From an optimization exercise on the open Yosys and OpenROAD flow, aimed at small area, a short achievable clock period and few clock cycles; shortcuts taken in it are not production practice.
RTL that was checked went through simulation tests only; none was proved equivalent to the original.
Power figures rest on the tool's default switching activity, not on a simulated workload.

job 7005:
// sla_layer_codec
module sla_layer_codec (
    input  wire        clk,
    input  wire        rst,
    input  wire        cmd_valid,
    output wire        cmd_ready,
    input  wire        cmd_op,        
    input  wire [7:0]  cmd_w,
    input  wire [7:0]  cmd_h,
    input  wire [3:0]  cmd_n,         
    input  wire [19:0] cmd_len,       
    output reg         mem_re,
    output reg         mem_we,
    output reg  [15:0] mem_addr,
    output reg  [7:0]  mem_wdata,
    input  wire [7:0]  mem_rdata,
    output reg         tok_out_valid,
    input  wire        tok_out_ready,
    output reg  [7:0]  tok_out_data,
    input  wire        tok_in_valid,
    output wire        tok_in_ready,
    input  wire [7:0]  tok_in_data,
    output wire        done,
    output wire        done_fail,
    output wire [3:0]  done_code,
    output wire [31:0] done_word
);
clock: 10.0 ns
lec_check: 0
cap_margin: 20
core_margin: 2
core_utilization: 40
place_density: 0.6
slew_margin: 20
run.sh (not shown) runs the stock make flow with config.mk's settings and CLKGATE_MAP_FILE= SYNTH_SCRIPT=/design/flow/synth_recipe.tcl, a recipe that flattens the netlist after the stock synthesis.
Testbench counts of job 7005, summed over its fixed seeds: cycles 482,756.
Input-level comparison between job 5473 and job 7005:
- ABC_AREA now 1, previously not set
==> comparison <==
- Between job 7005 and job 5473, the flow reports largest net degree at the start of global routing increasing by a little under 10%.
- As of job 5473, area of all placed cells without fillers had risen by a few percent compared to job 7005.
- Against job 7005, job 5473 reports a complex-gate fraction of the synthesized area that is lower.
Here is what was changed in the inputs of job 9705 compared with job 5473.
- ABC_AREA no longer set, was 1
- ABC_CLOCK_PERIOD_IN_PS now 3500, previously not set
- SETUP_SLACK_MARGIN now 5, previously not set
## What came out
On cell area after layout, job 9705 does better than job 5473.
Of job 5473 and job 9705, the higher final cell count belongs to job 5473.
Density: job 9705 denser than job 5473

* * *

== v24 ==
Another version of the RTL of sla_layer_codec (not shown whole).
Size in the first run: about 230 flip-flops.
==> flow/config.mk <==
export PLATFORM = sky130hd
export DESIGN_NAME = sla_layer_codec
export DESIGN_NICKNAME = sla_layer_codec
export VERILOG_FILES = /design/flow/design.v
export SDC_FILE = /design/flow/constraint.sdc
export NUM_CORES = 4
export LEC_CHECK = 0
export CAP_MARGIN = 20
export CORE_MARGIN = 2
export CORE_UTILIZATION = 40
export PLACE_DENSITY = 0.6
export SETUP_SLACK_MARGIN = 5
export SLEW_MARGIN = 20
==> flow/constraint.sdc <==
create_clock -name core_clock -period 10.0 [get_ports {clk}]
set_input_delay 2.0000 -clock core_clock [delete_from_list [all_inputs] [get_ports {clk}]]
set_output_delay 2.0000 -clock core_clock [all_outputs]
set_load 0.01 [all_outputs]
standard.sh (not shown) runs the stock make flow with config.mk's settings and CLKGATE_MAP_FILE= SYNTH_SCRIPT=/design/flow/synth_recipe.tcl, a recipe that flattens the netlist after the stock synthesis.
==> flow/flow/run.sh <==
#!/bin/bash
# Standard layout, with the timing repair aiming further below the clock period.
set -euo pipefail
bash standard.sh SETUP_SLACK_MARGIN=6 finish > flow.log 2>&1
v24 ended with every stage complete and zero timing, DRC or antenna violations.
Modified inputs, v7 compared to v24
--- a/flow/flow/run.sh
+++ b/flow/flow/run.sh
@@ -4 +4 @@
-bash standard.sh SETUP_SLACK_MARGIN=6 finish > flow.log 2>&1
+bash standard.sh SETUP_SLACK_MARGIN=7 finish > flow.log 2>&1
### Flow results
- v7 ends up with a clock tree buffer count of the final layout that is 2 lower than in v24.
- v7 vs v24 — clock group share of total power dropped 3.0 points.
- Post-CTS setup buffer count: higher on v7
No functional check of the RTL was part of any run of this note.

* * *

sla_layer_codec, a different RTL version from the one above (not shown whole).
For scale: about 1900 cells after synthesis, ~240 flip-flops, ~140 I/O pins, ~17000 sq um of cells after synthesis.
clock: 10.0 ns
lec_check: 0
cap_margin: 20
core_margin: 2
core_utilization: 40
place_density: 0.6
setup_slack_margin: 5
slew_margin: 20
==> flow/flow/run.sh <==
#!/bin/bash
# The standard layout (standard.sh: standard synthesis, floorplan, place,
# CTS, route, finish), with the timing repair aiming 6 ns below the clock
# period instead of config.mk's at most 5 ns.  Full tool output: flow.log.
set -euo pipefail
bash standard.sh SETUP_SLACK_MARGIN=6.5 finish > flow.log 2>&1
Testbench counts at the start, summed over its fixed seeds: cycles 457,048.
Next try:
--- a/flow/flow/run.sh
+++ b/flow/flow/run.sh
@@ -6 +6 @@
-bash standard.sh SETUP_SLACK_MARGIN=6.5 finish > flow.log 2>&1
+bash standard.sh SETUP_SLACK_MARGIN=6 finish > flow.log 2>&1
Result: The changed run finished with timing, DRC and antenna clean; power drops by 6.0%; die area is unchanged; setup slack gets worse by 280 ps; synthesized cell count is unchanged; hold slack gets worse by 18 ps; count of clock-buffer cells in the layout climbs by 5; cell count drops by 3.6%.

static timing again, ports no longer ideal:
Ports are ideal in the flow. The routed layouts listed here were re-timed in OpenROAD.
Step 1, drivers: a clkbuf_16 drives clk and a buf_2 each remaining input, both assumed.
Step 2, shift: input delay + t, output delay - t, t = (earliest + latest rising clock arrival at the registers) / 2. This alone moves slack from input paths to output paths.
Three values: no drivers, after step 1, after step 2; two values: the first two.
run | t, ns | setup WS [ns] | hold WS [ns] | worst setup path at the end | cell pins on the clock port's net
job 7005 | 0.633 | 4.293 / 4.235 / 4.506 | 0.422 / 0.422 / 0.422 | register to register | 1
job 5473 | 0.616 | 4.598 / 4.598 / 4.598 | 0.423 / 0.423 / 0.423 | register to register | 1
job 9705 | 0.617 | 5.102 / 5.042 / 4.959 | 0.424 / 0.424 / 0.424 | input to register | 1
v24 | 0.622 | 6.059 / 6.001 / 5.556 | 0.424 / 0.424 / 0.424 | input to register | 1
v7 | 0.665 | 5.888 / 5.822 / 5.955 | 0.422 / 0.422 / 0.422 | input to register | 1
the first run of note 3 | 0.629 | 6.201 / 6.144 / 5.894 | 0.328 / 0.328 / 0.328 | input to register | 1
the second run of note 3 | 0.637 | 5.921 / 5.865 / 5.447 | 0.310 / 0.310 / 0.310 | input to register | 1
After both steps setup and hold are still met in every run listed. The setup slack of v24, which loses most, moves by -0.058 ns with the drivers and by -0.503 ns with both steps.
